Source: an optimization exercise on an open RTL-to-GDS flow (aim: small area, a short achievable clock period and few clock cycles). Production flows keep margins and buffers that such runs may drop. At most, simulation tests tie the RTL to the original design; equivalence was not proved. For runs 1 to 3 and 5, only the layout was checked, not whether the RTL still works. No activity file was given, so power comes from the tool's default toggle rates.

[design/flow/run.sh]
#!/bin/bash
# synth_recipe.tcl (not shown) runs the flow's synth.tcl, then flattens the netlist and writes it again
# the make line also repeats each setting of config.mk as NAME=value (left out here)
make -C /OpenROAD-flow-scripts/flow DESIGN_CONFIG=/design/flow/config.mk WORK_HOME=/design/flow/orfs CLKGATE_MAP_FILE= SYNTH_SCRIPT=/design/flow/synth_recipe.tcl finish
[design/flow/constraint.sdc]
create_clock -name core_clock -period 22.0 [get_ports {clk}]
set_input_delay 4.4000 -clock core_clock [delete_from_list [all_inputs] [get_ports {clk}]]
set_output_delay 4.4000 -clock core_clock [all_outputs]
set_load 0.01 [all_outputs]
[design/flow/config.mk]
export PLATFORM = sky130hd
export DESIGN_NAME = fhd_engine
export DESIGN_NICKNAME = fhd_engine
export VERILOG_FILES = /design/flow/design.v
export SDC_FILE = /design/flow/constraint.sdc
export NUM_CORES = 4
export LEC_CHECK = 0
export CAP_MARGIN = 20
export CORE_MARGIN = 2
export CORE_UTILIZATION = 40
export SLEW_MARGIN = 20
[design/flow/design.v]
module fhd_engine (
    input  wire         clk,
    input  wire         rst,         
    input  wire         in_valid,
    input  wire [7:0]   in_data,
    output wire         in_ready,
    output wire         busy,
    output wire [7:0]   status,
    output reg          dout_valid,
    output wire [127:0] digest
);
    localparam [31:0] S1_INIT  = 32'h05274C6C;
    localparam [31:0] S2_INIT  = 32'h6A7769F3;
    localparam [31:0] S3_INIT  = 32'h7672239B;
    localparam [31:0] P23_INIT = 2 * S1_INIT + 3 * S2_INIT;
    localparam [31:0] AA = 32'hC32F1E4B;
    localparam [31:0] BB = 32'h596807CD;
    localparam [31:0] CC = 32'hDE6F723A;
    localparam [31:0] DD = 32'hA18945BC;
    localparam [31:0] KF = 32'h5A827999;
    localparam [31:0] KG = 32'h6ED9EBA1;
    localparam [31:0] KH = 32'hCA62C1D6;
    localparam [31:0] KI = 32'h8F1BBCDC;
    localparam [7:0] OP_INIT   = 8'h01;
    localparam [7:0] OP_UPDATE = 8'h02;
    localparam [7:0] OP_FINAL  = 8'h03;
    localparam [2:0] S_IDLE = 3'd0,
                     S_LEN  = 3'd1,
                     S_DATA = 3'd2,
                     S_COMP = 3'd3,
                     S_FIN  = 3'd4;
    localparam [1:0] PH_A = 2'd0, PH_B = 2'd1, PH_C = 2'd2, PH_D = 2'd3;
    function [31:0] rol32;
        input [31:0] v;
        input [4:0]  n;
        begin
            rol32 = (v << n) | (v >> (6'd32 - {1'b0, n}));
        end
    endfunction
    function [63:0] csa;
        input [31:0] x, y, z;
        begin
            csa = {((x & y) | (x & z) | (y & z)) << 1, x ^ y ^ z};
        end
    endfunction
    reg [31:0]  r0, r1, r2, r3;      
    reg [31:0]  s0, s1, s2, s3;      
    reg [31:0]  p23;                 
    reg [127:0] pend;                
    reg         ready_q, err_q;
    reg [1:0]   cause_q;
    reg [2:0]   state;
    reg [31:0]  remaining;           
    reg [3:0]   byte_idx;            
    reg         last_q;              
    reg         final_mode;
    reg [5:0]   rnd;
    reg [1:0]   ph;
    reg [2:0]   iter;
    reg         lv;                  
    reg [1:0]   lp;
    assign status   = {4'b0000, cause_q, err_q, ready_q};
    assign in_ready = (state == S_IDLE) || (state == S_LEN) || (state == S_DATA);
    assign busy     = (state != S_IDLE);
    assign digest   = {s3, s2, s1, s0};
    wire accept = in_valid && in_ready;
    reg [31:0] klp;
    always @(*) begin
        case (lp)
            PH_A:    klp = AA;
            PH_B:    klp = BB;
            PH_C:    klp = CC;
            default: klp = DD;
        endcase
    end
    wire [63:0] q1   = csa(r0, r1, r2);
    wire [63:0] q2   = csa(q1[31:0], q1[63:32], r3);
    wire [63:0] q3   = csa(q2[31:0], q2[63:32], klp);
    wire [31:0] sum4 = q3[31:0] + q3[63:32];
    wire [31:0] lz   = (lp == PH_A) ? (sum4 ^ r3) : sum4;
    wire pa = lv && (lp == PH_A);
    wire pb = lv && (lp == PH_B);
    wire pc = lv && (lp == PH_C);
    wire pd = lv && (lp == PH_D);
    wire [31:0] s0e = pa ? lz : s0;
    wire [31:0] s1e = pb ? lz : s1;
    wire [31:0] s2e = pc ? lz : s2;
    wire [31:0] s3e = pd ? lz : s3;
    wire [31:0] x0 = s1 + s2 + s3e;
    wire [31:0] x1 = s1 + {s2[30:0], 1'b0} + {s3e[30:0], 1'b0};
    wire [31:0] x2 = p23 + {s3e[29:0], 2'b00};
    wire [31:0] x3 = {p23[30:0], 1'b0} + {s3e[28:0], 3'b000} + ~s3e + 32'd1;
    wire [31:0] p23_n = {s1[30:0], 1'b0} + s2e + {s2e[30:0], 1'b0};
    reg [31:0] fl, kf, early, late, sq;
    reg [4:0]  m_in, m_out;
    always @(*) begin
        case (ph)
            PH_A: begin    
                fl = (r0 ^ r1) | (r2 ^ r3);
                kf = KF;
                early = p23; late = {s3e[29:0], 2'b00}; sq = x3;
                m_in = 5'd5; m_out = 5'd24;
            end
            PH_B: begin    
                fl = (r3 | ~r1) | (r0 & ~r2);
                kf = KG;
                early = 32'd0; late = s0e; sq = s1e;
                m_in = 5'd19; m_out = 5'd10;
            end
            PH_C: begin    
                fl = (r2 & ~r1) ^ (r3 & ~r0);
                kf = KH;
                early = 32'd0; late = s1e; sq = s0;
                m_in = 5'd13; m_out = 5'd11;
            end
            default: begin  
                fl = (~r1 ^ r2) | (r3 ^ ~r0);
                kf = KI;
                early = 32'd0; late = s2e; sq = s2e;
                m_in = 5'd8; m_out = 5'd3;
            end
        endcase
    end
    wire [4:0]  i5    = rnd[4:0];
    wire [31:0] roy   = rol32(r1, i5 & m_in & r0[4:0]);
    wire [63:0] t1    = csa(r0, ~r2, r3 & r0);
    wire [63:0] t2    = csa(r1 | r2, fl, kf);
    wire [63:0] t3    = csa(t1[31:0], t1[63:32], t2[31:0]);
    wire [63:0] t4    = csa(t3[31:0], t3[63:32], t2[63:32]);
    wire [63:0] t5    = csa(t4[31:0], t4[63:32], early);
    wire [63:0] t6    = csa(t5[31:0], t5[63:32], roy);
    wire [63:0] t7    = csa(t6[31:0], t6[63:32], late);
    wire [31:0] tsum  = t7[31:0] + t7[63:32];
    wire [31:0] xn    = rol32(tsum ^ sq, i5 & m_out);
    localparam [47:0] T5 = 48'b000100011010001000100011010001000100011010001000;
    localparam [191:0] A5 = 192'b100011010001000100011010011010001000100011010001010001000100011010001000001000100011010001000100000100011010001000100011100011010001000100011010011010001000100011010001010001000100011010001000;
    localparam [191:0] A7 = 192'b000110101100011010001000110101100011010001000110101100011010001000110101100011010001000110101100011010001000110101100011010001000110101100011010001000110101100011010001000110101100011010001000;
    wire       v_w5 = &r3[31:1];
    wire [2:0] e5 [0:7];
    wire [2:0] f5 [0:3];
    wire [2:0] g5 [0:1];
    genvar gi;
    generate
        for (gi = 0; gi < 8; gi = gi + 1) begin : g_e5
            assign e5[gi] = T5[3*r3[4*gi +: 4] +: 3];
        end
        for (gi = 0; gi < 4; gi = gi + 1) begin : g_f5
            assign f5[gi] = A5[3*{e5[2*gi], e5[2*gi+1]} +: 3];
        end
    endgenerate
    assign g5[0] = A5[3*{f5[0], f5[1]} +: 3];
    assign g5[1] = A5[3*{f5[2], f5[3]} +: 3];
    wire [2:0] n5r  = A5[3*{g5[0], g5[1]} +: 3];
    wire [2:0] n5   = v_w5 ? {2'b00, r3[0]} : A5[3*{n5r, 3'd2} +: 3];
    wire       v_w7 = (r3[31:2] == 30'h3FFFFFFF) && (r3[1:0] != 2'b00);
    wire [2:0] e7 [0:11];
    generate
        for (gi = 0; gi < 10; gi = gi + 1) begin : g_e7
            assign e7[gi] = (r3[3*gi +: 3] == 3'd7) ? 3'd0 : r3[3*gi +: 3];
        end
    endgenerate
    assign e7[10] = {1'b0, r3[31:30]};
    assign e7[11] = 3'd3;
    wire [2:0] f7 [0:5];
    generate
        for (gi = 0; gi < 6; gi = gi + 1) begin : g_f7
            assign f7[gi] = A7[3*{e7[2*gi], e7[2*gi+1]} +: 3];
        end
    endgenerate
    wire [2:0] g70  = A7[3*{f7[0], f7[1]} +: 3];
    wire [2:0] g71  = A7[3*{f7[2], f7[3]} +: 3];
    wire [2:0] g72  = A7[3*{f7[4], f7[5]} +: 3];
    wire [2:0] n7r  = A7[3*{A7[3*{g70, g71} +: 3], g72} +: 3];
    wire [2:0] n7   = v_w7 ? {1'b0, r3[1:0]} - 3'd1 : n7r;
    wire [2:0] n8    = r3[2:0] + 3'd4;
    reg [2:0] ncur;
    always @(*) begin
        case (ph)
            PH_B:    ncur = n5;
            PH_C:    ncur = n7;
            default: ncur = n8;
        endcase
    end
    wire        do_step = (ph == PH_A) || (iter != ncur);
    wire [2:0]  iter_n  = iter + 3'd1;
    wire        adv     = (ph == PH_A) || !do_step || (iter_n == ncur);
    wire [15:0] bsel   = 16'd1 << byte_idx;
    wire        last_c = (byte_idx == 4'd0) ? (remaining <= 32'd16) : last_q;
    integer j;
    always @(posedge clk) begin
        dout_valid <= 1'b0;
        if (rst) begin
            state   <= S_IDLE;
            ready_q <= 1'b0;
            err_q   <= 1'b0;
            cause_q <= 2'd0;
            lv      <= 1'b0;
        end else begin
            lv <= 1'b0;
            if (lv) begin
                case (lp)
                    PH_A:    s0 <= lz;
                    PH_B:    s1 <= lz;
                    PH_C:    s2 <= lz;
                    default: s3 <= lz;
                endcase
            end
            case (state)
                S_IDLE: begin
                    if (accept && !err_q) begin
                        case (in_data)
                            OP_INIT: begin
                                s1      <= S1_INIT;
                                s2      <= S2_INIT;
                                s3      <= S3_INIT;
                                p23     <= P23_INIT;
                                lv      <= 1'b0;
                                pend    <= 128'd0;
                                ready_q <= 1'b1;
                            end
                            OP_UPDATE: begin
                                if (!ready_q) begin
                                    err_q   <= 1'b1;
                                    cause_q <= 2'd1;
                                end else begin
                                    byte_idx <= 4'd0;
                                    state    <= S_LEN;
                                end
                            end
                            OP_FINAL: begin
                                if (!ready_q) begin
                                    err_q   <= 1'b1;
                                    cause_q <= 2'd1;
                                end else begin
                                    final_mode <= 1'b1;
                                    r0    <= pend[31:0];
                                    r1    <= pend[63:32];
                                    r2    <= pend[95:64];
                                    r3    <= pend[127:96];
                                    rnd   <= 6'd0;
                                    ph    <= PH_A;
                                    iter  <= 3'd0;
                                    state <= S_COMP;
                                end
                            end
                            default: begin
                                err_q   <= 1'b1;
                                cause_q <= 2'd2;
                            end
                        endcase
                    end
                end
                S_LEN: begin
                    if (accept) begin
                        remaining <= {in_data, remaining[31:8]};
                        byte_idx  <= byte_idx + 4'd1;
                        if (byte_idx[1:0] == 2'd3) begin
                            byte_idx <= 4'd0;
                            if ({in_data, remaining[31:8]} == 32'd0)
                                state <= S_IDLE;
                            else
                                state <= S_DATA;
                        end
                    end
                end
                S_DATA: begin
                    if (accept) begin
                        remaining <= remaining - 32'd1;
                        byte_idx  <= byte_idx + 4'd1;
                        last_q    <= last_c;
                        for (j = 0; j < 4; j = j + 1) begin
                            if (bsel[j])      r0[8*j +: 8] <= in_data;
                            if (bsel[4 + j])  r1[8*j +: 8] <= in_data;
                            if (bsel[8 + j])  r2[8*j +: 8] <= in_data;
                            if (bsel[12 + j]) r3[8*j +: 8] <= in_data;
                        end
                        for (j = 0; j < 16; j = j + 1)
                            if (bsel[j] && last_c) pend[8*j +: 8] <= in_data;
                        if (remaining == 32'd1) begin
                            state <= S_IDLE;
                        end else if (byte_idx == 4'd15) begin
                            final_mode <= 1'b0;
                            rnd   <= 6'd0;
                            ph    <= PH_A;
                            iter  <= 3'd0;
                            state <= S_COMP;
                        end
                    end
                end
                S_COMP: begin
                    if (ph == PH_D)
                        p23 <= p23_n;
                    if (do_step) begin
                        lv <= 1'b1;
                        lp <= ph;
                        if (ph == PH_A) begin
                            s1 <= x1;
                            s2 <= x2;
                            s3 <= x3;
                        end
                    end
                    if (adv) begin
                        r0 <= r1;
                        r1 <= r2;
                        r2 <= r3;
                        r3 <= do_step ? xn : r0;
                        ph <= ph + 2'd1;
                        iter <= 3'd0;
                        if (ph == PH_D) begin
                            if (rnd == 6'd34)
                                state <= final_mode ? S_FIN : S_DATA;
                            else
                                rnd <= rnd + 6'd1;
                        end
                    end else begin
                        r0   <= xn;
                        iter <= iter_n;
                    end
                end
                default: begin    
                    s0         <= x0;
                    s1         <= x1;
                    s2         <= x2;
                    s3         <= x3;
                    dout_valid <= 1'b1;
                    ready_q    <= 1'b0;
                    state      <= S_IDLE;
                end
            endcase
        end
    end
endmodule
==> results of run 1 <==
[worst max-delay path: cells and delay by family, from the launching register on]
kind                       cells  cell delay [ns]
DFF                            1             0.57
buffers and inverters          5             0.65
xor gates and xnor gates       3             1.13
and+or+nand+nor                5             0.95
adders and majority gates      6             2.76
AOI/OAI and AO/OA             16             5.44
muxes                          1             0.57
[worst max path at each step]
stage | startpoint | endpoint | slack (ns) | cells after the start
after floorplan | ph[0] | r0[0] | 11.65 | 40
after global placement | r0[1] | r0[8] | 10.16 | 36
after detailed placement | r0[2] | r0[8] | 9.95 | 36
after CTS | r0[2] | r0[8] | 9.86 | 36
after global routing | r0[2] | r0[8] | 9.19 | 36
final | r0[2] | r0[8] | 9.69 | 36
[stage by stage]
step	instances	hold WS [ns]	setup slack (ns)	area, µm²
3_5_place_dp	9588	0.471	9.95	68500
6_report	9691	0.488	9.69	70300
2_1_floorplan	7554	0.482	11.65	64700
5_1_grt	9688	0.511	9.19	70300
3_3_place_gp	9588	0.476	10.16	68500
4_1_cts	9687	0.485	9.86	70300
[layout by cell type (no fill, tap or decap), drive strengths merged, types with 64 or more instances in the layout]
master and instances:
mux2i 213, xnor2 276, ha 588, o211ai 137, inv 864, o31ai 65, edfxtp 467, nor3 134
a211oi 97, a221o 86, o21ai 548, buf 140, a31oi 82, xor2 133, nand2b 70, clkdlybuf4s50 145
nor2 532, a21oi 441, nand2 654, fa 387, clkbuf 64, o22ai 86, a21o 80, nand3 208
[cell families (layout without fill, tap and decap cells)]
group / after synthesis / after routing
buffers and inverters: 1279 / 1253
AND/OR/NAND/NOR: 1966 / 1966
XOR/XNOR: 411 / 411
other: 1 / 7
multiplexers: 272 / 272
adder cells (fa/ha/maj): 977 / 977
flip-flops: 476 / 476
AO/OA/AOI/OAI: 2169 / 2169
[layout make-up]
class	instances	share of cell area [%]
Tap cell	2160	3.84
Inverter	868	4.64
Clock buffer	63	1.97
Timing Repair Buffer	286	3.60
Sequential cell	476	20.2
Clock inverter	36	0.573
Multi-Input combinational cell	5799	65.2
Antenna cell	3	0.0107
[power groups by stage]
stage	registers [W]	clock network (W)	logic, W
4_1_cts	0.00101	0.000975	0.000894
5_1_grt	0.00101	0.00101	0.000990
2_1_floorplan	0.00103	0	0.000605
3_3_place_gp	0.00103	0	0.000882
6_report	0.00101	0.000972	0.000913
3_5_place_dp	0.00103	0	0.000888
[per-layer routing]
layer	GRT usage (%)	wire, µm	vias to the layer above
li1	-	-	26900
met1	42.6	111000	29500
met2	48.8	117000	2927
met3	3.51	20300	485
met4	11.7	11300	2
met5	0	11	-
==> flow_metrics.tcl, run 1 <==
set metrics [dict create \
    ys_ff_latch 476 \
    power_switching_w 0.00102 \
    max_freq_mhz 81.2 \
    p_seq_share_pct 34.9 \
    postRouteAntennaNets 0 \
    synth.distinct_cells 122 \
    ys.flop_type "edfxtp_1" \
    yosysMostFrequentCell "inv_1" \
    powerDensity_mw_per_mm2 41.2 \
    drtPass1Iterations 6 \
    period_share_pct 56.0 \
    top_register "pend" \
    hold_depth 2 \
    cpMaxStageDelayCell "o311ai_0" \
    synth_area_leaders "edfxtp_1 22%, fa_1 12%, ha_1 11%" \
    swShare_pct 35.2 \
    antenna_found_initial 4 \
    drc 0 \
    ys_seq_area_share_pct 21.9 \
    yosys_warnings 1 \
    drive_gt1_share_pct 5.80 \
    period_minus_slack_ns 12.31 \
    synth_top_area_share_pct 21.7 \
    drt-initial-drc-count 7018 \
    start_util_pct 40.3 \
    required_ns 22.48 \
    synthSimpleGateAreaFrac_pct 14.1 \
    postCtsResizedCells 0 \
    worstPathArrival_ns 12.79 \
    gr-total-overflow 0 \
    rsz0062_at_grt "no" \
    p_leak_nw 29.9 \
    r2r-end "r0[8]" \
    holdPathEnd "cause_q[1]" \
    dieArea_mm2 0.165 \
    synthTopCellsByCount "855 x inv_1, 653 x nand2_1, 588 x ha_1" \
    clock_latency_ns 0.71 \
    synth_top_family_by_area "adder cells" \
    hold_buffers 0 \
    pin_count 150 \
    grt_util_all_layers_pct 30.7 \
    via_count 59800 \
    die_h_um 406 \
    cts_buffers 54 \
    crit_path_end_kind "register" \
    seq_area_mm2 0.0142 \
    p_int_w 0.00188 \
    cp-start-kind "register" \
    cts_buffer_depth 3 \
    nets 8471 \
    setup_tns_ns 0 \
    r2r.worst_path.cells 36 \
    drt-total-wl_um 260000 \
    rrSetupSlack_ns 9.69 \
    largest_reg_flops 128 \
    grt_pass1_vias 57200 \
    grt_pass1_wl_um 379000 \
    area_growth_pct 8.65 \
    synthCells 7551 \
    synth_edf_count 467 \
    grt_max_degree 80 \
    setup_violations 0 \
    crit_type "register to register" \
    tritoncts "yes" \
    muxShareOfSynthArea_pct 4.70 \
    synth_largest_area_cell "edfxtp_1" \
    vdd_ir_drop_max_mv 0.0627 \
    core.rowCount 147 \
    ctsHtreeMaxLevel 2 \
    fillers 15900 \
    finClkSkew_ns 0.0448 \
    status "timing/DRC/antenna clean" \
    critPathMaxStageDelay_ns 0.92 \
    viasPerCell 6.17 \
    cts_sinks 476 \
    power.total_w 0.00290 \
    port_buffers 145 \
    synth_xor_area_share_pct 5.60 \
    syn_avg_cell_area_um2 8.57 \
    cts-root-buf "clkbuf_16" \
    async_flop_share_pct 0 \
    fin_util_pct 43.8 \
    hp-start "cause_q[1]" \
    core-area_mm2 0.161 \
    place_congestion 1.02 \
    syn_area_mm2 0.0647 \
    hold_class "register to register" \
    final_hold_viol_count 0 \
    tightest_slew_ns 1.20 \
    regToRegStartpoint "r0[2]" \
    cp_max_fo 8 \
    clkTransAtPathRegs_ns 0.06 \
    routedWlPerCell_um 26.8 \
    drv_cap 0 \
    synthAdderAreaFrac_pct 23.4 \
    hpwl_um 201000 \
    die_w_um 406 \
    comb_power_share_pct 31.5 \
    cts_setup_buffers 0 \
    pwr-share-clk_pct 33.6 \
    multiInputGateArea_mm2 0.0458 \
    synth-compound-area-share_pct 22.7 \
    slew_violations 0 \
    relSlewSlack_pct 19.7 \
]
==> run 2, diff against run 1 <==
--- a/design/flow/design.v
+++ b/design/flow/design.v
@@ -59,2 +59,3 @@
     reg [2:0]   iter;
+    reg         fin_q;               
     reg         lv;                  
@@ -88,4 +89,4 @@
     wire [31:0] s3e = pd ? lz : s3;
-    wire [31:0] x0 = s1 + s2 + s3e;
-    wire [31:0] x1 = s1 + {s2[30:0], 1'b0} + {s3e[30:0], 1'b0};
+    wire        fin1 = (state == S_FIN) && !fin_q;
+    wire [31:0] x1 = s1 + (fin1 ? s2 : {s2[30:0], 1'b0}) + (fin1 ? s3e : {s3e[30:0], 1'b0});
     wire [31:0] x2 = p23 + {s3e[29:0], 2'b00};
@@ -125,7 +126,7 @@
     wire [31:0] roy   = rol32(r1, i5 & m_in & r0[4:0]);
-    wire [63:0] t1    = csa(r0, ~r2, r3 & r0);
-    wire [63:0] t2    = csa(r1 | r2, fl, kf);
-    wire [63:0] t3    = csa(t1[31:0], t1[63:32], t2[31:0]);
-    wire [63:0] t4    = csa(t3[31:0], t3[63:32], t2[63:32]);
-    wire [63:0] t5    = csa(t4[31:0], t4[63:32], early);
+    wire [63:0] t1    = csa(r0, ~r2, r3 & r0);                  
+    wire [63:0] t2    = csa(t1[31:0], t1[63:32], r1 | r2);
+    wire [63:0] t3    = csa(fl, kf, early);                       
+    wire [63:0] t4    = csa(t2[31:0], t2[63:32], t3[31:0]);
+    wire [63:0] t5    = csa(t4[31:0], t4[63:32], t3[63:32]);
     wire [63:0] t6    = csa(t5[31:0], t5[63:32], roy);
@@ -197,2 +198,3 @@
             lv      <= 1'b0;
+            fin_q   <= 1'b0;
         end else begin
@@ -320,9 +322,13 @@
                 default: begin    
-                    s0         <= x0;
-                    s1         <= x1;
-                    s2         <= x2;
-                    s3         <= x3;
-                    dout_valid <= 1'b1;
-                    ready_q    <= 1'b0;
-                    state      <= S_IDLE;
+                    fin_q <= !fin_q;
+                    if (!fin_q) begin
+                        s0 <= x1;           
+                    end else begin
+                        s1         <= x1;
+                        s2         <= x2;
+                        s3         <= x3;
+                        dout_valid <= 1'b1;
+                        ready_q    <= 1'b0;
+                        state      <= S_IDLE;
+                    end
                 end
==> run 2 against run 1 <==
Compared with the run above:
- utilization down 0.31 points
- critical path depth unchanged
- power down 6.1%
- clock power down 5.6%
- final area down 3.6%
- critical path type unchanged
==> flow_metrics.tcl, run 2 <==
set metrics [dict create \
    gr-total-overflow 0 \
    postCtsResizedCells 0 \
    hold_class "register to register" \
    start_util_pct 40.2 \
    fin_util_pct 43.5 \
    setup_tns_ns 0 \
    synth_edf_count 467 \
    rsz0062_at_grt "no" \
    grt_max_degree 94 \
    die_h_um 400 \
    nets 8102 \
    cts_sinks 477 \
    drv_cap 0 \
    final_common_cell "nand2_1" \
    cts_buffers 53 \
    ys.flop_type "edfxtp_1" \
    status "timing/DRC/antenna clean" \
    hold_buffers 0 \
    antenna_found_initial 10 \
    period_minus_slack_ns 12.32 \
    critPathTopFamily "compound AO/OA/AOI/OAI gates" \
    syn_area_mm2 0.0626 \
    worstPathArrival_ns 12.71 \
    setup_violations 0 \
    clkTransAtPathRegs_ns 0.08 \
    synthCells 7272 \
    synthAdderAreaFrac_pct 22.3 \
    cpMaxStageDelayCell "a21oi_1" \
    final_cell_mix "805 x nand2_1, 635 x inv_1, 560 x ha_1, 516 x nor2_1, 497 x a21oi_1" \
    via_count 57200 \
    slew_violations 0 \
    cp-start-kind "register" \
    final_hold_viol_count 0 \
    synth_top_family_by_area "adder cells" \
    area_growth_pct 8.24 \
    grt_util_all_layers_pct 30.2 \
    yosys_warnings 1 \
    yosysMostFrequentCell "nand2_1" \
    crit_type "register to register" \
    powerDensity_mw_per_mm2 40.1 \
    drive_gt1_share_pct 6.06 \
    postRouteAntennaNets 0 \
    top_register "pend" \
    die_w_um 400 \
    drc 0 \
    p_leak_nw 28.3 \
    ys_ff_latch 477 \
    vdd_ir_drop_max_mv 0.0593 \
    max_freq_mhz 81.2 \
    muxShareOfSynthArea_pct 5.93 \
    core.rowCount 145 \
    instances_no_fill 9287 \
    async_flop_share_pct 0 \
    finClkSkew_ns 0.0641 \
    cts_buffer_depth 3 \
    synth_top_area_share_pct 22.4 \
    cp_max_fo 7 \
    cts-root-buf "clkbuf_16" \
    synth_largest_area_cell "edfxtp_1" \
    synth-compound-area-share_pct 21.9 \
    tightest_slew_ns 1.17 \
    crit_path_end_kind "register" \
    critPathMaxStageDelay_ns 0.70 \
    syn_avg_cell_area_um2 8.61 \
    path_common_cell "inv_1" \
    routedWlPerCell_um 26.8 \
    relSlewSlack_pct 21.7 \
    core-area_mm2 0.156 \
    drt-initial-drc-count 6658 \
    grt_pass1_vias 53900 \
    pin_count 150 \
    synth_area_leaders "edfxtp_1 22%, ha_1 11%, fa_1 11%" \
    fin_hold_ws_ns 0.496 \
    period_share_pct 56.0 \
    cts_setup_buffers 0 \
    synthTopCellsByCount "811 x nand2_1, 637 x inv_1, 564 x ha_1" \
    port_buffers 145 \
    ctsHtreeMaxLevel 2 \
    dpl.cell_count 9186 \
    critPathBufInv 4 \
    grt_pass1_wl_um 361000 \
    viasPerCell 6.16 \
    hpwl_um 194000 \
    synth_xor_area_share_pct 5.66 \
    clock_latency_ns 0.70 \
    required_ns 22.39 \
    synth.distinct_cells 123 \
    dieArea_mm2 0.160 \
    synthSimpleGateAreaFrac_pct 14.7 \
    ys_seq_area_share_pct 22.7 \
    drt-total-wl_um 249000 \
    tritoncts "yes" \
    place_congestion 1.00 \
    drtPass1Iterations 8 \
    largest_reg_flops 128 \
]
## run 2: cell type report
class                   instances  area (µm²)
clock inverters                31         329
well taps                    2058        2570
repair buffers                274        2430
fillers                     15200       88100
clock buffers                  63        1360
multi-input cells            5724       44400
flip-flops and latches        477       14200
inverters                     653        2460
diodes                          7        17.5
## run 2: metal layers
layer  share of wire [%]  vias up  global-route usage, %  routed length [µm]
li1                    -    25900                      -                   -
met1                  43    28300                   42.0              107000
met2                  46     2554                   48.1              113000
met3                 7.5      390                   3.90               18600
met4                 3.7       10                   10.3                9150
met5               0.022        -                      0                  55
## run 2: logic make-up after synthesis
group,count (synthesis)
buffers and inverters,1074
AOI/OAI and AO/OA,2044
and+or+nand+nor,2032
DFF,477
other,1
adders and majority gates,912
xor gates and xnor gates,403
muxes,329
## run 2: stage by stage
step                setup slack, ns  total power (W)  cell area (µm²)
floorplan                     12.43          0.00153            62600
global placement              10.26          0.00179            66100
detailed placement             9.98          0.00180            66100
CTS                            9.93          0.00271            67800
global route                   9.33          0.00281            67800
finish                         9.68          0.00272            67800
## run 2: worst paths after layout
| check | startpoint | to | slack (ns) | cells after the start |
|---|---|---|---|---|
| worst min register to register | err_q | err_q | 0.50 | 2 |
| worst max-delay path | lp[0] | r0[1] | 9.68 | 36 |
| worst max register to register | lp[0] | r0[1] | 9.68 | 36 |
| worst min-delay path | err_q | err_q | 0.50 | 2 |
## run 2: report_power, final
part	switching, W	internal (W)
Clock	0.000424	0.000494
Combinational	0.000490	0.000287
Sequential	0.0000222	0.00100
## run 2: tightest hold or removal path, stage by stage (launching register included)
cell	delay, ns
dfxtp_1	0.32
inv_1	0.07
a21oi_1	0.06
==> run 3, diff against run 2 <==
--- a/design/flow/design.v
+++ b/design/flow/design.v
@@ -61,2 +61,3 @@
     reg         lv;                  
+    reg         lzin;                
     reg [1:0]   lp;
@@ -94,3 +95,3 @@
     wire [31:0] p23_n = {s1[30:0], 1'b0} + s2e + {s2e[30:0], 1'b0};
-    reg [31:0] fl, kf, early, late, sq;
+    reg [31:0] fl, kf, early, sreg, sq;
     reg [4:0]  m_in, m_out;
@@ -101,3 +102,3 @@
                 kf = KF;
-                early = p23; late = {s3e[29:0], 2'b00}; sq = x3;
+                early = p23; sreg = {s3[29:0], 2'b00}; sq = x3;
                 m_in = 5'd5; m_out = 5'd24;
@@ -107,3 +108,3 @@
                 kf = KG;
-                early = 32'd0; late = s0e; sq = s1e;
+                early = 32'd0; sreg = s0; sq = s1e;
                 m_in = 5'd19; m_out = 5'd10;
@@ -113,3 +114,3 @@
                 kf = KH;
-                early = 32'd0; late = s1e; sq = s0;
+                early = 32'd0; sreg = s1; sq = s0;
                 m_in = 5'd13; m_out = 5'd11;
@@ -119,3 +120,3 @@
                 kf = KI;
-                early = 32'd0; late = s2e; sq = s2e;
+                early = 32'd0; sreg = s2; sq = s2e;
                 m_in = 5'd8; m_out = 5'd3;
@@ -124,2 +125,6 @@
     end
+    wire        lz_a  = lzin && (ph == PH_A);
+    wire        lz_o  = lzin && (ph != PH_A);
+    wire [31:0] late  = ({32{lz_a}} & {lz[29:0], 2'b00}) | ({32{lz_o}} & lz)
+                      | ({32{!lzin}} & sreg);
     wire [4:0]  i5    = rnd[4:0];
@@ -198,5 +203,7 @@
             lv      <= 1'b0;
+            lzin    <= 1'b0;
             fin_q   <= 1'b0;
         end else begin
-            lv <= 1'b0;
+            lv   <= 1'b0;
+            lzin <= 1'b0;
             if (lv) begin
@@ -295,4 +302,5 @@
                     if (do_step) begin
-                        lv <= 1'b1;
-                        lp <= ph;
+                        lv   <= 1'b1;
+                        lzin <= adv;
+                        lp   <= ph;
                         if (ph == PH_A) begin
@@ -307,3 +315,3 @@
                         r2 <= r3;
-                        r3 <= do_step ? xn : r0;
+                        r3 <= r0;
                         ph <= ph + 2'd1;
@@ -317,3 +325,2 @@
                     end else begin
-                        r0   <= xn;
                         iter <= iter_n;
@@ -335,2 +342,6 @@
             endcase
+            if (state == S_COMP && !adv)
+                r0 <= xn;
+            if (state == S_COMP && adv && do_step)
+                r3 <= xn;
         end
==> design/flow/flow/run.sh (new file) <==
#!/bin/bash
# Standard layout, with ORFS's timing repair (after CTS and after global
# routing) asked to reach a setup slack well above zero at the design's
# clock period, so that it sizes up the gates of the longest paths.
set -euo pipefail
MARGIN=12
cp config.mk config.orig.mk
echo "export SETUP_SLACK_MARGIN = ${MARGIN}" >> config.mk
bash standard.sh > standard.log 2>&1
==> design/flow/standard.sh (new file) <==
#!/bin/bash
# synth_recipe.tcl (not shown) runs the flow's synth.tcl, then flattens the netlist and writes it again
# the make line also repeats each setting of config.mk as NAME=value (left out here)
make -C /OpenROAD-flow-scripts/flow DESIGN_CONFIG=/design/flow/config.mk WORK_HOME=/design/flow/orfs CLKGATE_MAP_FILE= SYNTH_SCRIPT=/design/flow/synth_recipe.tcl "${@:-finish}"
--- a/design/flow/config.mk
+++ b/design/flow/config.mk
@@ -11 +11,2 @@
 export SLEW_MARGIN = 20
+export SETUP_SLACK_MARGIN = 12
removed: design/flow/run.sh
==> run 3 against run 2 <==
Compared with the run above:
- sequential share of layout area shrank 0.55 points
- sequential cell count rose by 1
- final area increased by 2.8%
- non-clock buffer count up 142
- die area down 0.27%
- utilization is 1.6 points higher
- first-iteration DRC count is 6.8% higher
- worst hold slack gained 0.0046 ns
==> flow_metrics.tcl, run 3 <==
set metrics [dict create \
    status "timing/DRC/antenna clean" \
    crit_type "register to register" \
    area_growth_pct 11.6 \
    drc 0 \
    worstPathArrival_ns 10.27 \
    slew_violations 0 \
    async_flop_share_pct 0 \
    clkTransAtPathRegs_ns 0.07 \
    hold_class "register to register" \
    syn_area_mm2 0.0624 \
    rrSetupSlack_ns 12.16 \
    cp-start-kind "register" \
    finClkSkew_ns 0.0354 \
    drt-initial-drc-count 7114 \
    synth_top_area_share_pct 22.5 \
    ctsHtreeMaxLevel 2 \
    critPathMaxStageDelay_ns 0.60 \
    core.rowCount 144 \
    antenna_found_initial 7 \
    grt_util_all_layers_pct 30.8 \
    synth-compound-area-share_pct 23.1 \
    diodes 0 \
    r2r-end "r0[1]" \
    start_util_pct 40.4 \
    largest_reg_flops 128 \
    hpwl_um 194000 \
    final_common_cell "nand2_1" \
    crit_path_start "r0[1]" \
    grt_max_degree 66 \
    cp_max_fo 8 \
    synth_area_leaders "edfxtp_1 22%, ha_1 11%, fa_1 11%" \
    synth.distinct_cells 120 \
    relSlewSlack_pct 17.2 \
    port_buffers 145 \
    synth_top_family_by_area "compound AO/OA/AOI/OAI gates" \
    core-area_mm2 0.155 \
    yosysMostFrequentCell "nand2_1" \
    required_ns 22.42 \
    cpMaxStageDelayCell "fa_2" \
    setup_violations 0 \
    grt_pass1_wl_um 368000 \
    fillers 15100 \
    r2r.worst_path.cells 39 \
    crit_path_end_kind "register" \
    path_depth 39 \
    final_hold_viol_count 0 \
    powerDensity_mw_per_mm2 93.4 \
    setup_tns_ns 0 \
    drt-total-wl_um 254000 \
    die_h_um 399 \
    muxShareOfSynthArea_pct 5.01 \
    via_count 58600 \
    final_cell_mix "743 x nand2_1, 619 x inv_1, 589 x nor2_1, 560 x ha_1, 467 x edfxtp_1" \
    critPathTopFamily "adder cells" \
    synth_largest_area_cell "edfxtp_1" \
    rsz0062_at_grt "yes" \
    gr-total-overflow 0 \
    tritoncts "yes" \
    drtPass1Iterations 9 \
    synthAdderAreaFrac_pct 22.5 \
    place_congestion 1.03 \
    drv_cap 0 \
    period_share_pct 44.7 \
    synth_edf_count 467 \
    routedWlPerCell_um 27.2 \
    period_minus_slack_ns 9.84 \
    ys.flop_type "edfxtp_1" \
    cts-root-buf "clkbuf_16" \
    critPathBufInv 4 \
    synthSimpleGateAreaFrac_pct 14.0 \
    tightest_slew_ns 1.24 \
    syn_avg_cell_area_um2 8.68 \
    vdd_ir_drop_max_mv 0.110 \
    cts_sinks 478 \
    cts_buffer_depth 3 \
    ys_ff_latch 478 \
    grt_pass1_vias 54800 \
    postRouteAntennaNets 0 \
    hold_buffers 0 \
    synthTopCellsByCount "749 x nand2_1, 626 x inv_1, 613 x nor2_1" \
    die_w_um 399 \
    regToRegStartpoint "r0[1]" \
    endpoint "r0[1]" \
    synthCells 7196 \
    yosys_warnings 1 \
    max_freq_mhz 102 \
    power.total_w 0.00651 \
    top_register "pend" \
    cts_buffers 54 \
    synth_xor_area_share_pct 5.91 \
    pin_count 150 \
    drive_gt1_share_pct 9.72 \
    ys_seq_area_share_pct 22.8 \
    nets 8177 \
    clock_latency_ns 0.69 \
    p_leak_nw 29.0 \
    dieArea_mm2 0.159 \
    viasPerCell 6.28 \
]
run 3: metrics by stage:
step | util, % | hold slack (ns) | std cells | setup WS, ns | instance area [µm²]
6_report | 45.1 | 0.501 | 9340 | 12.16 | 69700
5_1_grt | 45.1 | 0.544 | 9340 | 11.87 | 69700
4_1_cts | 44.3 | 0.503 | 9256 | 11.91 | 68400
3_5_place_dp | 42.8 | 0.493 | 9138 | 10.25 | 66100
3_3_place_gp | 42.8 | 0.487 | 9138 | 10.27 | 66100
2_1_floorplan | - | 0.497 | 7199 | 12.29 | 62500
run 3: repair_timing:
action | 4_1_cts | 5_1_grt
resized for setup | 115 | 132
gates cloned | 0 | 2
setup endpoints to repair | 170 | 187
buffers inserted | 17 | 81
pin swaps | 12 | 71
run 3: kinds of logic (layout without fill, tap and decap cells):
kind of cell	count (synthesis)	count (layout)
AO/OA/AOI/OAI	2070	2070
AND/OR/NAND/NOR	1971	1972
buffers and inverters	1060	1156
adder cells (fa/ha/maj)	918	918
flip-flops	478	478
XOR/XNOR	418	418
multiplexers	280	280
other	1	4
run 3: layout make-up:
type	count	area, µm²	area share [%]
clock inverters	28	246	0.354
repair buffers	416	3620	5.20
well taps	2044	2560	3.67
clock buffers	73	1440	2.07
multi-input cells	5662	45200	64.8
flip-flops and latches	478	14200	20.4
inverters	639	2410	3.46
run 3: worst min path at each step:
stage,start,end,cells after the start
floorplan,fin_q,fin_q,2
global placement,cause_q[0],cause_q[0],2
detailed placement,cause_q[1],cause_q[1],2
CTS,cause_q[0],cause_q[0],2
global route,cause_q[0],cause_q[0],2
finish,cause_q[0],cause_q[0],2
run 3: per-layer routing:
metal | GRT usage, % | up-vias | wire length (µm)
met3 | 5.27 | 606 | 23900
met1 | 42.5 | 28800 | 105000
met4 | 12.5 | 2 | 12700
met5 | 0 | - | 13
li1 | - | 26100 | -
met2 | 47.7 | 3165 | 112000
run 3: worst min-delay path, cell delays in order (launching register included):
cell and delay [ns]:
dfxtp_1 0.32, nand2b_1 0.07, a21oi_1 0.06
run 3: where the power goes:
part	switching [W]	internal, W
Clock	0.000429	0.000488
Combinational	0.00281	0.00163
Sequential	0.0000617	0.00109
==> run 4, diff against run 3 <==
--- a/design/flow/design.v
+++ b/design/flow/design.v
@@ -140,42 +140,13 @@
     wire [31:0] xn    = rol32(tsum ^ sq, i5 & m_out);
-    localparam [47:0] T5 = 48'b000100011010001000100011010001000100011010001000;
-    localparam [191:0] A5 = 192'b100011010001000100011010011010001000100011010001010001000100011010001000001000100011010001000100000100011010001000100011100011010001000100011010011010001000100011010001010001000100011010001000;
-    localparam [191:0] A7 = 192'b000110101100011010001000110101100011010001000110101100011010001000110101100011010001000110101100011010001000110101100011010001000110101100011010001000110101100011010001000110101100011010001000;
+    localparam [383:0] T5 = 384'b100011010001000100011010001000100011010001000100011010001000100011010001000100011010001000100011010001000100011010001000100011010001000100011010001000100011010001000100011010001000100011010001000100011010001000100011010001000100011010001000100011010001000100011010001000100011010001000100011010001000100011010001000100011010001000100011010001000100011010001000100011010001000100011010;
+    localparam [383:0] T7 = 384'b100011010001000110101100011010001000110101100011010001000110101100011010001000110101100011010001000110101100011010001000110101100011010001000110101100011010001000110101100011010001000110101100011010001000110101100011010001000110101100011010001000110101100011010001000110101100011010001000110101100011010001000110101100011010001000110101100011010001000110101100011010001000110101100011;
+    wire [6:0] sn5 = r3[3:0] + r3[7:4] + r3[11:8] + r3[15:12]
+                   + r3[19:16] + r3[23:20] + r3[27:24] + r3[31:28];
+    wire [6:0] sn7 = r3[2:0] + r3[5:3] + r3[8:6] + r3[11:9] + r3[14:12]
+                   + r3[17:15] + r3[20:18] + r3[23:21] + r3[26:24] + r3[29:27]
+                   + r3[31:30];
     wire       v_w5 = &r3[31:1];
-    wire [2:0] e5 [0:7];
-    wire [2:0] f5 [0:3];
-    wire [2:0] g5 [0:1];
-    genvar gi;
-    generate
-        for (gi = 0; gi < 8; gi = gi + 1) begin : g_e5
-            assign e5[gi] = T5[3*r3[4*gi +: 4] +: 3];
-        end
-        for (gi = 0; gi < 4; gi = gi + 1) begin : g_f5
-            assign f5[gi] = A5[3*{e5[2*gi], e5[2*gi+1]} +: 3];
-        end
-    endgenerate
-    assign g5[0] = A5[3*{f5[0], f5[1]} +: 3];
-    assign g5[1] = A5[3*{f5[2], f5[3]} +: 3];
-    wire [2:0] n5r  = A5[3*{g5[0], g5[1]} +: 3];
-    wire [2:0] n5   = v_w5 ? {2'b00, r3[0]} : A5[3*{n5r, 3'd2} +: 3];
+    wire [2:0] n5   = v_w5 ? {2'b00, r3[0]} : T5[3*sn5 +: 3];
     wire       v_w7 = (r3[31:2] == 30'h3FFFFFFF) && (r3[1:0] != 2'b00);
-    wire [2:0] e7 [0:11];
-    generate
-        for (gi = 0; gi < 10; gi = gi + 1) begin : g_e7
-            assign e7[gi] = (r3[3*gi +: 3] == 3'd7) ? 3'd0 : r3[3*gi +: 3];
-        end
-    endgenerate
-    assign e7[10] = {1'b0, r3[31:30]};
-    assign e7[11] = 3'd3;
-    wire [2:0] f7 [0:5];
-    generate
-        for (gi = 0; gi < 6; gi = gi + 1) begin : g_f7
-            assign f7[gi] = A7[3*{e7[2*gi], e7[2*gi+1]} +: 3];
-        end
-    endgenerate
-    wire [2:0] g70  = A7[3*{f7[0], f7[1]} +: 3];
-    wire [2:0] g71  = A7[3*{f7[2], f7[3]} +: 3];
-    wire [2:0] g72  = A7[3*{f7[4], f7[5]} +: 3];
-    wire [2:0] n7r  = A7[3*{A7[3*{g70, g71} +: 3], g72} +: 3];
-    wire [2:0] n7   = v_w7 ? {1'b0, r3[1:0]} - 3'd1 : n7r;
+    wire [2:0] n7   = v_w7 ? {1'b0, r3[1:0]} - 3'd1 : T7[3*sn7 +: 3];
     wire [2:0] n8    = r3[2:0] + 3'd4;
--- a/design/flow/flow/run.sh
+++ b/design/flow/flow/run.sh
@@ -5,3 +5,3 @@
 set -euo pipefail
-MARGIN=12
+MARGIN=13
 cp config.mk config.orig.mk
--- a/design/flow/config.mk
+++ b/design/flow/config.mk
@@ -11,2 +11,2 @@
 export SLEW_MARGIN = 20
-export SETUP_SLACK_MARGIN = 12
+export SETUP_SLACK_MARGIN = 13
==> run 4 against run 3 <==
Compared with the run above:
- synthesized area fell by 5.9%
- power fell by 53%
- final cell count decreased by 5.6%
- still clean on timing, DRC and antenna
- highest routed layer unchanged
- clock skew shrank 0.0017 ns
- sequential power down 9.6%
- wire length up 7.8%
- setup slack gained 0.83 ns
==> flow_metrics.tcl, run 4 <==
set metrics [dict create \
    grt_pass1_vias 53100 \
    start_util_pct 40.3 \
    clock_latency_ns 0.69 \
    syn_area_mm2 0.0588 \
    top_register "pend" \
    grt_util_met1_pct 45.8 \
    synth_edf_count 467 \
    core.rowCount 140 \
    pwr-share-clk_pct 35.2 \
    r2r.worst_path.cells 29 \
    grt.met2_usage_pct 53.9 \
    hpwl_um 208000 \
    regToRegStartpoint "r0[1]" \
    synth_top_area_share_pct 23.9 \
    nets 7724 \
    fin_hold_ws_ns 0.526 \
    yosysMostFrequentCell "nand2_1" \
    yosys_warnings 1 \
    place_congestion 0.989 \
    cts_sinks 478 \
    worstPathArrival_ns 9.57 \
    cts-root-buf "clkbuf_16" \
    period_share_pct 41.0 \
    hp-start "pend[44]" \
    rrSetupSlack_ns 12.98 \
    drtPass1Iterations 10 \
    final_cell_mix "727 x nand2_1, 551 x inv_1, 546 x nor2_1, 467 x edfxtp_1, 433 x ha_1" \
    drive_gt1_share_pct 13.3 \
    crit_type "register to register" \
    hold_buffers 0 \
    swShare_pct 34.9 \
    powerDensity_mw_per_mm2 44.7 \
    ys_seq_area_share_pct 24.2 \
    die_w_um 387 \
    vdd_ir_drop_max_mv 0.0446 \
    globalRouteMet3Util_pct 7.88 \
    gr-total-overflow 0 \
    cpMaxStageDelayCell "fa_1" \
    ys_ff_latch 478 \
    p_int_w 0.00200 \
    largest_reg_flops 128 \
    synthTopCellsByCount "740 x nand2_1, 572 x nor2_1, 568 x inv_1" \
    die_h_um 387 \
    grt_util_all_layers_pct 35.2 \
    cp-start-kind "register" \
    setup_tns_ns 0 \
    grt_max_degree 80 \
    power_switching_w 0.00107 \
    drv_cap 0 \
    viasPerCell 6.38 \
    period_minus_slack_ns 9.02 \
    critPathMaxStageDelay_ns 0.60 \
    power.total_w 0.00307 \
    postRouteAntennaNets 0 \
    clkTransAtPathRegs_ns 0.06 \
    cts_buffer_depth 3 \
    routedWlPerCell_um 31.0 \
    path_common_cell "fa_1" \
    max_freq_mhz 111 \
    core-area_mm2 0.146 \
    hold_depth 1 \
    ys.flop_type "edfxtp_1" \
    required_ns 22.55 \
    grt-busiest-layer "met2" \
    crit_path_end_kind "register" \
    port_buffers 145 \
    r2r-end "r3[0]" \
    drc 0 \
    area_growth_pct 16.7 \
    antenna_found_initial 8 \
    holdPathEnd "r1[12]" \
    setup_violations 0 \
    comb_power_share_pct 31.0 \
    relSlewSlack_pct 21.5 \
    dieArea_mm2 0.150 \
    p_leak_nw 28.1 \
    async_flop_share_pct 0 \
    synth_largest_area_cell "edfxtp_1" \
    tightest_slew_ns 1.17 \
    status "timing/DRC/antenna clean" \
    hold_class "register to register" \
    synth_area_leaders "edfxtp_1 24%, fa_1 13%, ha_1 10%" \
    final_common_cell "nand2_1" \
    synth.distinct_cells 98 \
    rsz0062_at_grt "yes" \
    pin_count 150 \
    finClkSkew_ns 0.0337 \
    drt-total-wl_um 273000 \
    final_hold_viol_count 0 \
    tritoncts "yes" \
    cp_max_fo 9 \
    slew_violations 0 \
    drt-initial-drc-count 7470 \
    ctsHtreeMaxLevel 3 \
    grt_pass1_wl_um 386000 \
    p_seq_share_pct 33.8 \
    cts_buffers 66 \
    syn_avg_cell_area_um2 8.82 \
    via_count 56300 \
    synthCells 6663 \
]
run 4: cell count changes in the layout (fill, tap and decap cells not counted), sizes merged, moves of 38 or more:
cell,delta
ha,-99
o21ai,-86
buf,+82
inv,-66
a21oi,+65
fa,+47
nor2,-43
a221oi,-38
run 4: worst max path at each step:
stage	startpoint	end	slack [ns]	cells after the start
floorplan	lp[0]	r0[0]	13.03	37
global placement	r0[1]	r0[7]	11.07	29
detailed placement	ph[1]	r0[3]	10.90	31
CTS	r3[25]	r1[6]	12.85	25
global route	r2[6]	r0[0]	12.85	32
finish	r0[1]	r3[0]	12.98	29
run 4: per-layer routing:
| layer | part of all wire [%] | vias up |
|---|---|---|
| met3 | 9.8 | 661 |
| met1 | 40 | 28000 |
| met2 | 44 | 3174 |
| met5 | 0.022 | - |
| met4 | 6.6 | 8 |
| li1 | - | 24400 |
run 4: what timing repair did:
item / in CTS / in global routing
resized for setup: 299 / 210
cloned: 0 / 1
endpoints found under the setup margin: 187 / 187
setup buffers: 114 / 76
pin swaps: 63 / 70
run 4: power groups by stage:
stage	registers, W	logic, W	clock network [W]
6_report	0.00104	0.000950	0.00108
5_1_grt	0.00104	0.00101	0.00111
4_1_cts	0.00104	0.000873	0.00108
3_5_place_dp	0.00106	0.000798	0
3_3_place_gp	0.00106	0.000795	0
2_1_floorplan	0.00105	0.000536	0
run 4: cell type report:
type                    instances  area (µm²)
clock inverters                32         299
inverters                     578        2190
fillers                     14000       77100
repair buffers                498        4300
clock buffers                  83        1760
multi-input cells            5228       43400
well taps                    1917        2400
diodes                          1        2.50
flip-flops and latches        478       14200
run 4: kinds of logic after synthesis:
family                   synth area share [%]
XOR/XNOR                                 5.94
multiplexers                             4.48
other                                 0.00638
adder cells (fa/ha/maj)                  23.4
flip-flops                               24.2
AND/OR/NAND/NOR                          13.6
buffers and inverters                    6.22
AO/OA/AOI/OAI                            22.1
run 4: worst max-delay path, delay by kind of cell (launching register included):
| family | cells | cell delay, ns |
|---|---|---|
| multiplexers | 2 | 1.06 |
| buffers and inverters | 2 | 0.26 |
| AND/OR/NAND/NOR | 5 | 0.91 |
| XOR/XNOR | 1 | 0.22 |
| AO/OA/AOI/OAI | 12 | 2.98 |
| flip-flops | 1 | 0.53 |
| adder cells (fa/ha/maj) | 7 | 2.87 |
run 4: per-stage QoR:
step	cell area, µm²	setup slack, ns	instances	util (%)
after floorplan	58800	13.03	6666	-
after global placement	62600	11.07	8508	43.0
after detailed placement	62600	10.90	8508	43.0
after CTS	67000	12.85	8737	46.0
after global routing	68600	12.85	8814	47.1
final	68600	12.98	8815	47.1
Testbench counts of run 4, summed over its fixed seeds: cycles 244,057.
==> run 5, diff against run 4 <==
--- a/design/flow/design.v
+++ b/design/flow/design.v
@@ -62,2 +62,3 @@
     reg         lzin;                
+    reg         bub;                 
     reg [1:0]   lp;
@@ -80,3 +81,5 @@
     wire [63:0] q3   = csa(q2[31:0], q2[63:32], klp);
-    wire [31:0] sum4 = q3[31:0] + q3[63:32];
+    wire [31:0] zs   = q3[31:0];             
+    wire [31:0] zc   = q3[63:32];
+    wire [31:0] sum4 = zs + zc;
     wire [31:0] lz   = (lp == PH_A) ? (sum4 ^ r3) : sum4;
@@ -90,2 +93,4 @@
     wire [31:0] s3e = pd ? lz : s3;
+    wire [31:0] e1 = pd ? zs : s3;
+    wire [31:0] e2 = pd ? zc : 32'd0;
     wire        fin1 = (state == S_FIN) && !fin_q;
@@ -93,3 +98,7 @@
     wire [31:0] x2 = p23 + {s3e[29:0], 2'b00};
-    wire [31:0] x3 = {p23[30:0], 1'b0} + {s3e[28:0], 3'b000} + ~s3e + 32'd1;
+    wire [63:0] y1 = csa({p23[30:0], 1'b0}, {e1[28:0], 3'b000}, {e2[28:0], 3'b000});
+    wire [63:0] y2 = csa(~e1, ~e2, 32'd2);
+    wire [63:0] y3 = csa(y1[31:0], y1[63:32], y2[31:0]);
+    wire [63:0] y4 = csa(y3[31:0], y3[63:32], y2[63:32]);
+    wire [31:0] x3 = y4[31:0] + y4[63:32];
     wire [31:0] p23_n = {s1[30:0], 1'b0} + s2e + {s2e[30:0], 1'b0};
@@ -127,14 +136,16 @@
     wire        lz_o  = lzin && (ph != PH_A);
-    wire [31:0] late  = ({32{lz_a}} & {lz[29:0], 2'b00}) | ({32{lz_o}} & lz)
+    wire [31:0] late1 = ({32{lz_a}} & {zs[29:0], 2'b00}) | ({32{lz_o}} & zs)
                       | ({32{!lzin}} & sreg);
+    wire [31:0] late2 = ({32{lz_a}} & {zc[29:0], 2'b00}) | ({32{lz_o}} & zc);
     wire [4:0]  i5    = rnd[4:0];
     wire [31:0] roy   = rol32(r1, i5 & m_in & r0[4:0]);
-    wire [63:0] t1    = csa(r0, ~r2, r3 & r0);                  
-    wire [63:0] t2    = csa(t1[31:0], t1[63:32], r1 | r2);
-    wire [63:0] t3    = csa(fl, kf, early);                       
+    wire [63:0] t0a   = csa(r0, ~r2, r3 & r0);                
+    wire [63:0] t0b   = csa(r1 | r2, fl, kf);
+    wire [63:0] t0c   = csa(t0a[31:0], t0a[63:32], t0b[31:0]);
+    wire [63:0] t1    = csa(t0c[31:0], t0c[63:32], t0b[63:32]);
+    wire [63:0] t2    = csa(t1[31:0], t1[63:32], early);
+    wire [63:0] t3    = csa(roy, late1, late2);
     wire [63:0] t4    = csa(t2[31:0], t2[63:32], t3[31:0]);
     wire [63:0] t5    = csa(t4[31:0], t4[63:32], t3[63:32]);
-    wire [63:0] t6    = csa(t5[31:0], t5[63:32], roy);
-    wire [63:0] t7    = csa(t6[31:0], t6[63:32], late);
-    wire [31:0] tsum  = t7[31:0] + t7[63:32];
+    wire [31:0] tsum  = t5[31:0] + t5[63:32];
     wire [31:0] xn    = rol32(tsum ^ sq, i5 & m_out);
@@ -160,5 +171,6 @@
     end
-    wire        do_step = (ph == PH_A) || (iter != ncur);
+    wire        do_step = (ph == PH_A) || (!bub && iter != ncur);
     wire [2:0]  iter_n  = iter + 3'd1;
-    wire        adv     = (ph == PH_A) || !do_step || (iter_n == ncur);
+    wire        adv     = (ph == PH_A) || (bub ? (ncur == 3'd0)
+                                               : (!do_step || iter_n == ncur));
     wire [15:0] bsel   = 16'd1 << byte_idx;
@@ -282,2 +294,3 @@
                     end
+                    bub <= (ph == PH_A);
                     if (adv) begin
@@ -295,3 +308,3 @@
                         end
-                    end else begin
+                    end else if (!bub) begin
                         iter <= iter_n;
@@ -313,3 +326,3 @@
             endcase
-            if (state == S_COMP && !adv)
+            if (state == S_COMP && !adv && do_step)
                 r0 <= xn;
--- a/design/flow/flow/run.sh
+++ b/design/flow/flow/run.sh
@@ -5,3 +5,3 @@
 set -euo pipefail
-MARGIN=13
+MARGIN=15
 cp config.mk config.orig.mk
--- a/design/flow/config.mk
+++ b/design/flow/config.mk
@@ -11,2 +11,2 @@
 export SLEW_MARGIN = 20
-export SETUP_SLACK_MARGIN = 13
+export SETUP_SLACK_MARGIN = 15
==> run 5 against run 4 <==
Compared with the run above:
- still clean on timing, DRC and antenna
- setup slack improved by 0.28 ns
- synthesized cell count is 6.0% higher
- power is 11% higher
- first-iteration DRC count grew 0.76%
- global-route usage is 0.31 points higher
- non-clock buffer count grew 296
- synthesized area up 6.0%
- combinational power grew 44%
- register-to-register slack better by 0.28 ns
- largest cell class unchanged
==> flow_metrics.tcl, run 5 <==
set metrics [dict create \
    hpwl_um 213000 \
    ctsHtreeMaxLevel 2 \
    synthCells 7065 \
    drtPass1Iterations 7 \
    vdd_ir_drop_max_mv 0.0552 \
    final_common_cell "nand2_1" \
    port_buffers 145 \
    syn_area_mm2 0.0623 \
    synth_area_leaders "edfxtp_1 23%, fa_1 16%, ha_1 10%" \
    yosys_warnings 1 \
    ys_seq_area_share_pct 22.9 \
    setup_violations 0 \
    top_register "pend" \
    area_growth_pct 25.6 \
    crit_path_start "r2[2]" \
    slew_violations 0 \
    cts_buffer_depth 3 \
    nets 8523 \
    cp_max_fo 4 \
    hp-start "cause_q[1]" \
    tightest_slew_ns 1.18 \
    period_minus_slack_ns 8.74 \
    finClkSkew_ns 0.0686 \
    drv_cap 0 \
    relSlewSlack_pct 21.4 \
    clock_latency_ns 0.74 \
    hold_buffers 0 \
    crit_path_end_kind "register" \
    async_flop_share_pct 0 \
    drc 0 \
    cts_sinks 479 \
    required_ns 22.56 \
    synthTopCellsByCount "816 x nand2_1, 726 x inv_1, 509 x nor2_1" \
    final_hold_viol_count 0 \
    powerDensity_mw_per_mm2 43.6 \
    dieArea_mm2 0.159 \
    regToRegStartpoint "r2[2]" \
    syn_avg_cell_area_um2 8.82 \
    yosysMostFrequentCell "nand2_1" \
    p_leak_nw 33.0 \
    pin_count 150 \
    synth_largest_area_cell "edfxtp_1" \
    critPathMaxStageDelay_ns 0.64 \
    drt-initial-drc-count 7527 \
    worstPathArrival_ns 9.29 \
    tritoncts "yes" \
    grt_pass1_vias 57500 \
    drive_gt1_share_pct 21.5 \
    ys_ff_latch 479 \
    gr-total-overflow 0 \
    routedWlPerCell_um 30.2 \
    synth_top_area_share_pct 22.6 \
    placed_area_mm2 0.0667 \
    core.rowCount 144 \
    setup_tns_ns 0 \
    multiInputGateArea_mm2 0.0491 \
    start_util_pct 40.4 \
    period_share_pct 39.7 \
    antenna_found_initial 15 \
    clkTransAtPathRegs_ns 0.06 \
    crit_type "register to register" \
    die_h_um 399 \
    cpMaxStageDelayCell "fa_2" \
    synth_edf_count 468 \
    fin_hold_ws_ns 0.476 \
    max_freq_mhz 114 \
    core-area_mm2 0.154 \
    fillers 14200 \
    rsz0062_at_grt "yes" \
    grt_pass1_wl_um 411000 \
    synth.distinct_cells 120 \
    grt_util_all_layers_pct 35.5 \
    place_congestion 1.05 \
    path_common_cell "fa_1" \
    grt_max_degree 75 \
    hold_class "register to register" \
    die_w_um 399 \
    largest_reg_flops 128 \
    design_area_mm2 0.0783 \
    viasPerCell 6.29 \
    cts_buffers 57 \
    postRouteAntennaNets 0 \
    via_count 60600 \
    status "timing/DRC/antenna clean" \
    cp-start-kind "register" \
    seq_area_mm2 0.0143 \
    drt-total-wl_um 290000 \
    final_cell_mix "798 x nand2_1, 693 x inv_1, 503 x buf_4, 468 x edfxtp_1, 442 x nor2_1" \
    cts-root-buf "clkbuf_16" \
    ys.flop_type "edfxtp_1" \
]
run 5: changes by cell type after synthesis, moves of 41 or more:
cell,previous run,this run
inv_1,568,726
nor2_1,572,509
fa_1,391,488
and3_1,50,93
nand3_1,93,134
nand2_1,740,816
run 5: power by group:
group          internal (W)  leakage, nW  total (W)  switching (W)
sequential          0.00101         4.58    0.00104      0.0000300
clock              0.000541        0.922   0.000999       0.000458
combinational      0.000581         27.5    0.00137       0.000793
total               0.00213         33.0    0.00341        0.00128
run 5: logic make-up after synthesis:
| kind of cell | share of synthesized area (%) |
|---|---|
| compound gates | 20.2 |
| xor+xnor | 5.48 |
| fa+ha+maj | 25.8 |
| buf+inv | 6.94 |
| flops | 22.9 |
| mux | 4.80 |
| other cells | 0.00602 |
| simple gates | 13.9 |
run 5: metrics by stage:
step	utilization (%)	setup slack, ns	std cells	total power [W]
global placement	43.2	11.39	8997	0.00205
global route	50.7	13.06	9614	0.00352
detailed placement	43.2	11.33	8998	0.00206
floorplan	-	13.31	7068	0.00175
finish	50.7	13.26	9622	0.00341
CTS	49.3	13.36	9511	0.00327
run 5: layer usage:
layer	global-route usage [%]	share of wire, %	vias up
li1	-	-	26000
met1	47.4	40	30100
met2	53.2	43	3604
met3	7.87	11	789
met4	19.5	6.6	14
met5	0.363	0.054	-
run 5: worst paths after layout:
path	endpoint	cells past startpoint	slack [ns]
max	r3[1]	30	13.26
min	cause_q[1]	2	0.48
max reg2reg	r3[1]	30	13.26
min reg2reg	cause_q[1]	2	0.48
run 5: area by class of cell:
| cell class | instances | area share, % |
|---|---|---|
| sequential | 479 | 18.2 |
| tap | 2044 | 3.27 |
| antenna | 8 | 0.0256 |
| inverter | 731 | 3.56 |
| multi-input combinational | 5458 | 62.8 |
| timing repair buffer | 794 | 9.72 |
| clock inverter | 35 | 0.440 |
| clock buffer | 73 | 1.99 |
run 5: critical path: cells and delay by family (launching register included):
family,cells,cell delay (ns)
compound gates,11,2.38
simple gates,1,0.11
flops,1,0.53
fa+ha+maj,8,3.44
mux,4,1.25
buf+inv,6,0.85
run 5: timing repair:
action	in CTS	in global routing
buffers inserted	393	101
cloned	12	2
pin swaps	255	163
gates resized for setup	797	284
setup endpoints to repair	297	264

-- afterwards: timing with drivers on the ports --
The flow's constraints put no driver on any port. The routed layouts listed below were extracted and timed again, unchanged, in two steps. Step 1 (the two cells are an assumption about what drives the block):
set clk [get_ports {clk}]
set_driving_cell -lib_cell sky130_fd_sc_hd__clkbuf_16 $clk
set_driving_cell -lib_cell sky130_fd_sc_hd__buf_2 [delete_from_list [all_inputs] $clk]
Step 2 adds t to the input delays and takes it off the output delays; t is the mean of the earliest and latest rising clock arrival at the registers after step 1. Input paths then give back, and output paths get back, about the clock's delay inside the block. Slacks: no drivers / after step 1 / after step 2; pairs: no drivers / after step 1.
run | shift t [ns] | setup slack, ns | latest minus earliest clock arrival (ns) | worst data-port slew with drivers (ns) | pins driven straight from the clock port
run 1 | 0.766 | 9.689 / 9.689 / 9.689 | 0.044 / 0.045 | 0.05 | 1
run 2 | 0.753 | 9.677 / 9.677 / 9.677 | 0.064 / 0.064 | 0.04 | 1
run 3 | 0.754 | 12.156 / 12.156 / 12.156 | 0.036 / 0.035 | 0.04 | 1
run 4 | 0.762 | 12.981 / 12.981 / 12.981 | 0.034 / 0.034 | 0.06 | 1
run 5 | 0.797 | 13.264 / 13.264 / 13.264 | 0.069 / 0.069 | 0.05 | 1
After both steps every run listed still meets setup and hold.
